From an optimization exercise on the open Yosys and OpenROAD flow, aimed at small area, a short achievable clock period and few clock cycles; shortcuts taken in it are not production practice.
Only simulation tests tie the RTL to the original design; equivalence was not proved.
No activity file was given, so power comes from the tool's default toggle rates.

[design/flow/design.v]
module crc16_walk (
    input  wire        clk,
    input  wire        rst,         
    input  wire        cmd_valid,
    input  wire [31:0] cmd,
    output wire        cmd_ready,
    output wire [31:0] rsp
);
    localparam [15:0] CRC_SEED = 16'hAAAA;
    localparam [15:0] CRC_FB   = 16'hAAAA;
    localparam [7:0]  XSEED    = 8'hAA;
    localparam [3:0] ERR_OP  = 4'd1;
    localparam [3:0] ERR_RSV = 4'd2;
    localparam [3:0] ERR_REG = 4'd3;
    localparam [3:0] ERR_VAL = 4'd4;
    localparam [3:0] ERR_ADR = 4'd5;
    localparam [3:0] ERR_POS = 4'd6;
    localparam [1:0] M_CRC = 2'd0;
    localparam [1:0] M_ENC = 2'd1;
    localparam [1:0] M_DEC = 2'd2;
    reg [15:0] crc;
    reg [7:0]  x_or;
    reg [16:0] pos;
    reg [16:0] ln8;
    reg [16:0] klen;
    reg        dir;
    reg [7:0]  rot;
    reg [3:0]  err;
    reg [31:0] rsp_r;
    reg        ldb_mode;     
    reg [1:0]  ldb_lo;
    reg        busy;
    reg [1:0]  mode;
    reg        rph;          
    reg        half;         
    reg        one;          
    reg [6:0]  gleft;        
    reg        wdn;          
    reg [1:0]  p0l;          
    reg [5:0]  rrow [0:3];   
    reg [3:0]  krow [0:3];   
    reg [5:0]  wrow [0:3];   
    reg [7:0]  pfb  [0:3];   
    reg [7:0]  pfk  [0:3];   
    assign cmd_ready = ~busy;
    wire [7:0] ldb_byte = pfb[ldb_lo];
    assign rsp = ldb_mode ? {24'd0, ldb_byte} : rsp_r;
    function [7:0] rotl8(input [7:0] v, input [2:0] n);
        rotl8 = (v << n) | (v >> (4'd8 - {1'b0, n}));
    endfunction
    function [7:0] rotr8(input [7:0] v, input [2:0] n);
        rotr8 = (v >> n) | (v << (4'd8 - {1'b0, n}));
    endfunction
    function [15:0] crc_byte(input [15:0] r0, input [7:0] b);
        reg [15:0] r;
        integer i;
        begin
            r = r0;
            for (i = 7; i >= 0; i = i - 1)
                r = (r[15] ^ b[i]) ? ({r[14:0], 1'b0} ^ CRC_FB) : {r[14:0], 1'b0};
            crc_byte = r;
        end
    endfunction
    function [2:0] mod8(input [5:0] a, input [3:0] b);
        reg [9:0] r;
        integer s;
        begin
            r = {4'd0, a};
            for (s = 5; s >= 0; s = s - 1)
                if (r >= ({6'd0, b} << s))
                    r = r - ({6'd0, b} << s);
            mod8 = r[2:0];
        end
    endfunction
    function [7:0] enc_c(input [7:0] b, input [7:0] k, input [7:0] x);
        reg [7:0] bs;
        begin
            bs    = k ^ x;
            enc_c = rotr8(rotl8(b ^ bs, bs[2:0]), bs[6:4]);
        end
    endfunction
    function [7:0] dec_b(input [7:0] c, input [7:0] k, input [7:0] x);
        reg [7:0] bs;
        begin
            bs    = k ^ x;
            dec_b = rotr8(rotl8(c, bs[6:4]), bs[2:0]) ^ bs;
        end
    endfunction
    wire [5:0]  nib_sum = crc[15:12] + crc[11:8] + crc[7:4] + crc[3:0];
    wire [2:0]  iv      = nib_sum[2:0];
    wire        par     = ^crc;
    wire [7:0]  x0      = XSEED ^ crc[15:8] ^ crc[7:0];
    wire [4:0]  op   = cmd[31:27];
    wire [4:0]  f_r  = cmd[26:22];
    wire [16:0] f_v  = cmd[16:0];
    wire [16:0] f_a  = cmd[24:8];
    wire [7:0]  f_d  = cmd[7:0];
    wire        f_s  = cmd[16];
    wire [7:0]  f_rv = cmd[15:8];
    wire [7:0]  f_n  = cmd[7:0];
    reg  [3:0]  fault;
    always @(*) begin
        fault = 4'd0;
        case (op)
            5'h00, 5'h01, 5'h0A, 5'h0C, 5'h10: begin
                if (cmd[26:0] != 27'd0) fault = ERR_RSV;
            end
            5'h12, 5'h13, 5'h14, 5'h15: begin
                if (cmd[26:0] != 27'd0) fault = ERR_RSV;
                else if (pos >= ln8)    fault = ERR_POS;
            end
            5'h02: begin
                if (cmd[21:17] != 5'd0) fault = ERR_RSV;
                else if (f_r >= 5'd7)   fault = ERR_REG;
                else begin
                    case (f_r)
                        5'd0: if (f_v[16])         fault = ERR_VAL;
                        5'd1: if (f_v[16:8] != 0)  fault = ERR_VAL;
                        5'd3: if (f_v[2:0] != 0 || f_v < 17'd8 || f_v > 17'd256) fault = ERR_VAL;
                        5'd4: if (f_v[2:0] != 0 || f_v < 17'd8 || f_v > 17'd64)  fault = ERR_VAL;
                        5'd5: if (f_v[16:1] != 0)  fault = ERR_VAL;
                        5'd6: if (f_v[16:8] != 0)  fault = ERR_VAL;
                        default: ;
                    endcase
                end
            end
            5'h03: begin
                if (cmd[21:0] != 22'd0) fault = ERR_RSV;
                else if (f_r > 5'd10)   fault = ERR_REG;
            end
            5'h04, 5'h06: begin
                if (cmd[26:25] != 2'd0) fault = ERR_RSV;
                else if (op == 5'h06 ? (f_a >= 17'd64) : (f_a >= 17'd256)) fault = ERR_ADR;
            end
            5'h05: begin
                if (cmd[26:25] != 2'd0 || f_d != 8'd0) fault = ERR_RSV;
                else if (f_a >= 17'd256) fault = ERR_ADR;
            end
            5'h08, 5'h09: begin
                if (cmd[26:17] != 10'd0 || (f_s && f_rv != 8'd0)) fault = ERR_RSV;
            end
            5'h0B: if (cmd[26:8] != 19'd0) fault = ERR_RSV;
            5'h11: if (cmd[26:9] != 18'd0) fault = ERR_RSV;
            default: fault = ERR_OP;
        endcase
    end
    wire acc   = cmd_valid & ~busy;
    wire ok    = (fault == 4'd0);
    wire go    = acc & ok & (err == 4'd0);               
    wire go_f  = acc & ok;                                
    wire is_rst = (op == 5'h01);
    wire is_rdr = (op == 5'h03);
    wire is_ldb = (op == 5'h05);
    wire do_rst = go_f & is_rst;
    wire do_rdr = go_f & is_rdr;
    wire do_ldb = go_f & is_ldb;
    wire do_stb = go & (op == 5'h04);
    wire do_stk = go & (op == 5'h06);
    reg  [16:0] reg_val;
    always @(*) begin
        case (f_r)
            5'd0:    reg_val = {1'b0, crc};
            5'd1:    reg_val = {9'd0, x_or};
            5'd2:    reg_val = pos;
            5'd3:    reg_val = ln8;
            5'd4:    reg_val = klen;
            5'd5:    reg_val = {16'd0, dir};
            5'd6:    reg_val = {9'd0, rot};
            5'd7:    reg_val = {14'd0, iv};
            5'd8:    reg_val = {16'd0, par};
            5'd9:    reg_val = {9'd0, x0};
            5'd10:   reg_val = {13'd0, err};
            default: reg_val = 17'd0;
        endcase
    end
    wire [5:0] lastrow = ln8[7:2] - 6'd1;           
    wire [3:0] klast   = klen[5:2] - 4'd1;          
    wire [2:0] lmk8    = mod8(ln8[8:3], klen[6:3]);  
    wire [3:0] kwdn    = (lmk8 == 3'd0) ? klast : {lmk8, 1'b0} - 4'd1;
    function [9:0] gstep(input [5:0] row, input [3:0] kr, input dn,
                         input [5:0] lastrow, input [3:0] klast, input [3:0] kwdn);
        begin
            if (dn) begin
                if (row == 6'd0) gstep = {lastrow, kwdn};
                else             gstep = {row - 6'd1, (kr == 4'd0) ? klast : kr - 4'd1};
            end else begin
                if (row == lastrow) gstep = 10'd0;
                else                gstep = {row + 6'd1, (kr == klast) ? 4'd0 : kr + 4'd1};
            end
        end
    endfunction
    wire       enc_cmd = (op == 5'h12) | (op == 5'h14);
    wire       s_dn    = enc_cmd ? dir : ~dir;
    wire [5:0] kp0     = {mod8({1'b0, pos[7:3]}, klen[6:3]), pos[2:0]};
    wire [9:0] s_next  = gstep(pos[7:2], kp0[5:2], s_dn, lastrow, klast, kwdn);
    function [16:0] next_pos(input enc);
        if (dir == enc)
            next_pos = (pos == 17'd0) ? ln8 - 17'd1 : pos - 17'd1;
        else
            next_pos = (pos == ln8 - 17'd1) ? 17'd0 : pos + 17'd1;
    endfunction
    function [1:0] bank_of(input [1:0] j, input dn, input [1:0] p);
        bank_of = dn ? p - j : p + j;
    endfunction
    function [1:0] lane_of(input [1:0] r, input dn, input [1:0] p);
        lane_of = dn ? p - r : r - p;
    endfunction
    wire [511:0] bufv [0:3];
    wire [127:0] keyv [0:3];
    reg  [7:0]   bwd  [0:3];     
    reg  [3:0]   bwe;            
    wire [7:0]   brd  [0:3];
    wire [7:0]   krd  [0:3];
    genvar gr, gi;
    generate
        for (gr = 0; gr < 4; gr = gr + 1) begin : bk
            wire [5:0] rsel = busy ? rrow[gr] : cmd[15:10];
            assign brd[gr] = bufv[gr][rsel*8 +: 8];
            assign krd[gr] = keyv[gr][krow[gr]*8 +: 8];
            wire [7:0] wd  = busy ? bwd[gr] : f_d;
            wire stb_here  = do_stb & (cmd[9:8] == gr);
            wire stk_here  = do_stk & (cmd[9:8] == gr);
            for (gi = 0; gi < 64; gi = gi + 1) begin : by
                reg [7:0] q;
                always @(posedge clk)
                    if ((stb_here & (cmd[15:10] == gi)) | (bwe[gr] & (wrow[gr] == gi)))
                        q <= wd;
                assign bufv[gr][gi*8 +: 8] = q;
            end
            for (gi = 0; gi < 16; gi = gi + 1) begin : ky
                reg [7:0] q;
                always @(posedge clk)
                    if (stk_here & (cmd[13:10] == gi))
                        q <= f_d;
                assign keyv[gr][gi*8 +: 8] = q;
            end
        end
    endgenerate
    wire xph = busy & ~rph;
    reg [7:0] dc [0:3];
    reg [7:0] dk [0:3];
    reg [7:0] dx [0:3];
    reg [7:0] dout [0:3];
    integer j;
    always @(*) begin
        for (j = 0; j < 4; j = j + 1) begin
            dc[j] = pfb[bank_of(j[1:0], wdn, p0l)];
            dk[j] = pfk[bank_of(j[1:0], wdn, p0l)];
        end
        dx[0] = x_or ^ dc[0];
        dx[1] = dx[0] ^ dc[1];
        dx[2] = dx[1] ^ dc[2];
        dx[3] = dx[2] ^ dc[3];
        for (j = 0; j < 4; j = j + 1)
            dout[j] = dec_b(dc[j], dk[j], dx[j]);
    end
    wire [1:0] ebA = bank_of({half, 1'b0}, wdn, p0l);
    wire [1:0] ebB = bank_of({half, 1'b1}, wdn, p0l);
    wire [7:0] ecA = enc_c(pfb[ebA], pfk[ebA], x_or);
    wire [7:0] exA = x_or ^ ecA;
    wire [7:0] ecB = enc_c(pfb[ebB], pfk[ebB], exA);
    wire [7:0] exB = exA ^ ecB;
    wire [15:0] crc4 = crc_byte(crc_byte(crc_byte(crc_byte(crc, pfb[0]), pfb[1]), pfb[2]), pfb[3]);
    integer r;
    always @(*) begin
        for (r = 0; r < 4; r = r + 1) begin
            if (mode == M_DEC) begin
                bwd[r] = dout[lane_of(r[1:0], wdn, p0l)];
                bwe[r] = xph & (~one | (lane_of(r[1:0], wdn, p0l) == 2'd0));
            end else begin
                bwd[r] = lane_of(r[1:0], wdn, p0l) & 2'd1 ? ecB : ecA;
                bwe[r] = xph & (mode == M_ENC) & (lane_of(r[1:0], wdn, p0l) >> 1 == {1'b0, half}) &
                         (~one | (lane_of(r[1:0], wdn, p0l) == 2'd0));
            end
        end
    end
    wire adv  = xph & ((mode != M_ENC) | half);    
    wire done = xph & (one | (adv & (gleft == 7'd1)));
    wire pfld = ~busy | rph | adv;
    integer q;
    always @(posedge clk) begin
        if (pfld)
            for (q = 0; q < 4; q = q + 1) begin
                pfb[q] <= brd[q];
                pfk[q] <= krd[q];
            end
        if (busy & (rph | adv))
            for (q = 0; q < 4; q = q + 1) begin
                {rrow[q], krow[q]} <= gstep(rrow[q], krow[q], wdn, lastrow, klast, kwdn);
                wrow[q] <= rrow[q];
            end
        if (acc & ok & (err == 4'd0) & (op[4] | op == 5'h0C))
            for (q = 0; q < 4; q = q + 1) begin
                if (op == 5'h0C)
                    {rrow[q], krow[q]} <= 10'd0;
                else if (s_dn ? (q <= pos[1:0]) : (q >= pos[1:0]))
                    {rrow[q], krow[q]} <= {pos[7:2], kp0[5:2]};
                else
                    {rrow[q], krow[q]} <= s_next;
            end
    end
    always @(posedge clk) begin
        if (rst) begin
            crc      <= CRC_SEED;
            x_or     <= 8'd0;
            pos      <= 17'd0;
            ln8      <= 17'd8;
            klen     <= 17'd8;
            dir      <= 1'b0;
            rot      <= 8'd0;
            err      <= 4'd0;
            rsp_r    <= 32'd0;
            ldb_mode <= 1'b0;
            busy     <= 1'b0;
        end else begin
            ldb_mode <= 1'b0;
            if (ldb_mode)
                rsp_r <= {24'd0, ldb_byte};
            if (busy) begin
                rph <= 1'b0;
                if (xph) begin
                    half <= ~half;
                    case (mode)
                        M_CRC: crc  <= crc4;
                        M_DEC: x_or <= one ? dx[0] : dx[3];
                        default: x_or <= one ? exA : exB;
                    endcase
                    if (adv) gleft <= gleft - 7'd1;
                    if (done) busy <= 1'b0;
                end
            end else if (acc) begin
                if (!ok) begin
                    if (err == 4'd0) err <= fault;
                end else if (err != 4'd0) begin
                    if (is_rst) begin
                        crc <= CRC_SEED; x_or <= 8'd0; pos <= 17'd0;
                        ln8 <= 17'd8; klen <= 17'd8; dir <= 1'b0;
                        rot <= 8'd0; err <= 4'd0; rsp_r <= 32'd0;
                    end else if (is_rdr)
                        rsp_r <= {15'd0, reg_val};
                    else if (is_ldb) begin
                        ldb_mode <= 1'b1;
                        ldb_lo   <= cmd[9:8];
                    end
                end else begin
                    case (op)
                        5'h01: begin
                            crc <= CRC_SEED; x_or <= 8'd0; pos <= 17'd0;
                            ln8 <= 17'd8; klen <= 17'd8; dir <= 1'b0;
                            rot <= 8'd0; err <= 4'd0; rsp_r <= 32'd0;
                        end
                        5'h02: case (f_r)
                            5'd0: crc  <= f_v[15:0];
                            5'd1: x_or <= f_v[7:0];
                            5'd2: pos  <= f_v;
                            5'd3: ln8  <= f_v;
                            5'd4: klen <= f_v;
                            5'd5: dir  <= f_v[0];
                            default: rot <= f_v[7:0];
                        endcase
                        5'h03: rsp_r <= {15'd0, reg_val};
                        5'h05: begin
                            ldb_mode <= 1'b1;
                            ldb_lo   <= cmd[9:8];
                        end
                        5'h08: rot <= rotl8(f_s ? rot : f_rv, f_n[2:0]);
                        5'h09: rot <= rotr8(f_s ? rot : f_rv, f_n[2:0]);
                        5'h0A: crc <= CRC_SEED;
                        5'h0B: crc <= crc_byte(crc, f_d);
                        5'h0C: begin
                            crc   <= CRC_SEED;
                            busy  <= 1'b1;
                            rph   <= 1'b1;
                            mode  <= M_CRC;
                            one   <= 1'b0;
                            half  <= 1'b0;
                            gleft <= ln8[8:2];
                            wdn   <= 1'b0;
                            p0l   <= 2'd0;
                        end
                        5'h10: begin
                            pos  <= {14'd0, iv};
                            dir  <= par;
                            x_or <= x0;
                        end
                        5'h11: begin
                            dir  <= cmd[8];
                            x_or <= cmd[7:0];
                            if (cmd[8])
                                pos <= ({14'd0, iv} + 17'd1 == ln8) ? 17'd0 : {14'd0, iv} + 17'd1;
                            else
                                pos <= (iv == 3'd0) ? ln8 - 17'd1 : {14'd0, iv} - 17'd1;
                        end
                        5'h12, 5'h13, 5'h14, 5'h15: begin
                            busy  <= 1'b1;
                            rph   <= 1'b1;
                            mode  <= enc_cmd ? M_ENC : M_DEC;
                            one   <= ~op[2];
                            half  <= 1'b0;
                            gleft <= op[2] ? ln8[8:2] : 7'd1;
                            wdn   <= s_dn;
                            p0l   <= pos[1:0];
                            if (!op[2]) pos <= next_pos(enc_cmd);
                        end
                        default: ;    
                    endcase
                end
            end
        end
    end
endmodule
[design/flow/run.sh]
#!/bin/bash
# synth_recipe.tcl (not shown) runs the flow's synth.tcl, then flattens the netlist and writes it again
# the make line also repeats each setting of config.mk as NAME=value (left out here)
make -C /OpenROAD-flow-scripts/flow DESIGN_CONFIG=/design/flow/config.mk WORK_HOME=/design/flow/orfs CLKGATE_MAP_FILE= SYNTH_SCRIPT=/design/flow/synth_recipe.tcl finish
[design/flow/config.mk]
export PLATFORM = sky130hd
export DESIGN_NAME = crc16_walk
export DESIGN_NICKNAME = crc16_walk
export VERILOG_FILES = /design/flow/design.v
export SDC_FILE = /design/flow/constraint.sdc
export NUM_CORES = 4
export LEC_CHECK = 0
export CAP_MARGIN = 20
export CORE_MARGIN = 2
export CORE_UTILIZATION = 40
export SLEW_MARGIN = 20
[design/flow/constraint.sdc]
create_clock -name core_clock -period 16.0 [get_ports {clk}]
set_input_delay 3.2000 -clock core_clock [delete_from_list [all_inputs] [get_ports {clk}]]
set_output_delay 3.2000 -clock core_clock [all_outputs]
set_load 0.01 [all_outputs]
==> metrics.csv <==
metric,value,unit
n_fill_cell,29900,
clock_path_buffers,4,
wl_met2,216800,µm
grt_pass1_wl,652800,µm
p_clk_frac,0.268,
critPathMostFrequentCell,ha_1,
p_per_area,163.7,nW/µm²
critPathLaunchType,register,
clk_pin_slew_worst_paths,0.06,ns
syn_area,136700,µm²
swShare,0.3654,
finalSetupTns,0,ns
drive_gt1_frac,0.1669,
syn2layout_area_growth,11.47,%
crit_fanout,14,
ir_drop,1.001,mV
grt-ovfl-total,0,
cts_setup_buffers,0,
routed-via-count,90060,
routed-wl-met3,40830,µm
tightest_slew,1.228,ns
finish.utilization,0.4480,
synth_seq_cells,2826,
timing.rr.start,pos[7],
dieHeight,588.5,µm
fin_cells,14280,
power_frac_seq,0.335,
grt_pass1_vias,87750,
first_pass_iters,9,
start_util,0.4019,
power_frac_comb,0.397,
drv_cap,0,
setup_viol,0,
yosys_most_used_dff,edfxtp_1,
relSlewSlack,0.1784,
cp_top_family,simple AND/OR/NAND/NOR gates,
power_switching,9.113,mW
synthCells,9529,
synthArstFlopShare,0,
cellInternalPower,15.82,mW
numCtsBuffers,297,
cts_tree,done,
syn-mean-instance-area,14.34,µm²
dr.max_layer_used,met5,
period_needed,13.38,ns
antenna_found_initial,47,
fin_skew,0.04288,ns
critPathBufInv,4,
drv_slew,0,
post_cts_resized,0,
slowest_delay,0.84,ns
slowest_stage,nor3_1,
ant_nets,0,
hold_viol_final,0,
syn-num-nets,9703,
cts_root_buf,clkbuf_16,
ctsHtreeMaxLevel,5,
crit_type,reg -> reg,
dpl.cell_count,13700,
rsz0062_at_grt,no,
hold_buffers,0,
yosys_warnings,11,
whs,0.4862,ns
critPathArrivalTime,13.97,ns
die_w,588.5,µm
fmax,74.71,MHz
yosysSeqAreaShare,0.6120,
port-buffer-count,67,
ioPinCount,68,
numClockSinks,2826,
post-route-period-util,0.8366,
leakagePower,48.84,nW
yosysUniqueCellTypes,128,
drt-vias-per-instance,6.309,
num_rows,214,
coreArea,340100,µm²
drt_iter0_markers,11730,
critPathLaunch,pos[7],
finalNetCount,9644,
grt_usage,0.2607,
wire_per_inst,32.44,µm
synth_edf_count,2705,
wl_met1,178600,µm
holdCritPathClass,reg -> reg,
worstPathRequired,16.59,ns
drc,0,
dp_hpwl,315700,µm
hp-start,klen[12],
endpoint_kind,register,
dieArea,346400,µm²
clkLatencyLatePin,0.88,ns
grt_max_degree,129,
drt_wl_total,463000,µm
gp_congestion,0.9919,
status,"complete, no violations",
kinds of logic after synthesis:
logic type / Yosys count / synth area share
flops: 2826 / 0.6120
simple gates: 2160 / 0.07295
compound gates: 1999 / 0.09920
mux: 1019 / 0.1416
buf+inv: 831 / 0.02337
xor+xnor: 554 / 0.03732
fa+ha+maj: 140 / 0.01351
metal layers:
metal | vias up | global-route usage
li1 | 37750 | -
met1 | 46210 | 0.3383
met2 | 5026 | 0.4133
met3 | 1062 | 0.05086
met4 | 18 | 0.1418
met5 | - | 0.001916
synth_stat cells, drive strengths merged, types with 26 or more instances:
library cell	number	area, µm²
o31ai	30	230.2
xnor2	384	3386
edfxtp	2705	81230
or2	29	181.4
buf	147	625.6
nand3	174	875.8
xor2	157	1420
inv	142	533.0
a222oi	41	410.4
mux4	725	16330
and3	74	462.9
o21ai	314	1583
a21oi	380	1902
or3	34	212.7
a221oi	67	605.6
o22ai	306	1921
nor2b	88	550.5
nor2	481	1808
dfxtp	121	2422
nand2	842	3163
o21a	26	195.2
ha	126	1577
a311oi	72	630.6
nand2b	53	331.6
nand4	30	193.9
a21o	28	210.2
mux2	52	589.3
o211ai	64	485.5
a31oi	106	663.1
nor3	125	625.6
mux2i	242	2434
a22oi	94	705.7
clkbuf	524	1967
and2	155	972.2
a211oi	204	1541
placed cells by master (no fill, tap or decap), types with 202 or more instances in the layout:
master     count
mux2i_1      238
buf_4        243
a21oi_1      347
a211oi_1     202
o21ai_0      282
edfxtp_1    2705
clkbuf_16    308
xnor2_1      376
o22ai_1      302
nor2_1       477
nand2_1      837
mux4_2       725
power by group through the flow:
| stage | Sequential [mW] | Combinational [mW] | Clock [mW] |
|---|---|---|---|
| after floorplan | 8.42 | 7.02 | 0 |
| after global placement | 8.51 | 9.62 | 0 |
| after detailed placement | 8.51 | 9.58 | 0 |
| after CTS | 8.35 | 9.69 | 6.77 |
| after global routing | 8.35 | 10.5 | 7.03 |
| final | 8.36 | 9.89 | 6.68 |
per-stage QoR:
stage	area, µm²	power [mW]	setup WS, ns
6_report	152400	24.94	2.615
5_1_grt	152300	25.85	1.658
4_1_cts	152200	24.81	2.735
3_5_place_dp	143000	18.09	2.747
3_3_place_gp	142900	18.13	2.667
2_1_floorplan	136700	15.43	4.389
final timing paths:
kind	slack (ns)	end	cells past startpoint
setup / recovery	2.62	krow[1][3]	48
hold / removal	0.49	klen[12]	1
setup reg to reg	2.62	krow[1][3]	48
hold reg to reg	0.49	klen[12]	1
area by class of cell:
cell class | instances | area [µm²] | area share
clock buffers | 361 | 7936 | 0.05209
clock inverters | 163 | 1296 | 0.008508
flip-flops and latches | 2826 | 83650 | 0.5491
repair buffers | 313 | 2565 | 0.01684
diodes | 44 | 110.1 | 0.0007227
inverters | 160 | 601.8 | 0.003950
well taps | 4536 | 5675 | 0.03725
multi-input cells | 5872 | 50510 | 0.3315
sequential cells by signal (all words and copies together), names as in the netlist, 7 cells and up:
register / flops
pfb: 32
bk.by.q: 2048
x_or: 8
wrow: 24
rsp_r: 32
ln8: 17
bk.ky.q: 512
crc: 16
krow: 16
pfk: 32
klen: 17
gleft: 7
rot: 8
pos: 17
rrow: 24
worst register-to-register path: cells and delay by family (launching register included):
kind,cells,cell delay (ns)
buffers and inverters,4,0.82
multiplexers,3,1.38
AO/OA/AOI/OAI,16,3.38
flip-flops,1,0.30
AND/OR/NAND/NOR,18,4.85
adder cells (fa/ha/maj),7,2.40
Testbench counts, summed over its fixed seeds: cycles 28,770.

-- afterwards: timing with drivers on the ports --
The results above use ideal ports. As a check the final layout listed here was re-extracted and re-timed, cells and wires unchanged.
Step 1: set_driving_cell puts a clkbuf_16 on clk and a buf_2 on each other input, an assumption about the parent block.
Step 2 adds t to the input delays and takes it off the output delays; t is the mean of the earliest and latest rising clock arrival at the registers after step 1. Input paths then give back, and output paths get back, about the clock's delay inside the block.
Slacks: ideal / step 1 / step 2; pairs: ideal / step 1.
shift t [ns]: 0.954
setup WS [ns]: 2.615 / 2.615 / 2.615
slew at the worst register clock pin (ns): 0.07 / 0.07
worst data-port slew with drivers (ns): 0.26
pins driven straight from the clock port: 1
After both steps setup and hold are still met in this run. The setup slack of this run moves by 0.000 ns with the drivers and by 0.000 ns with both steps.
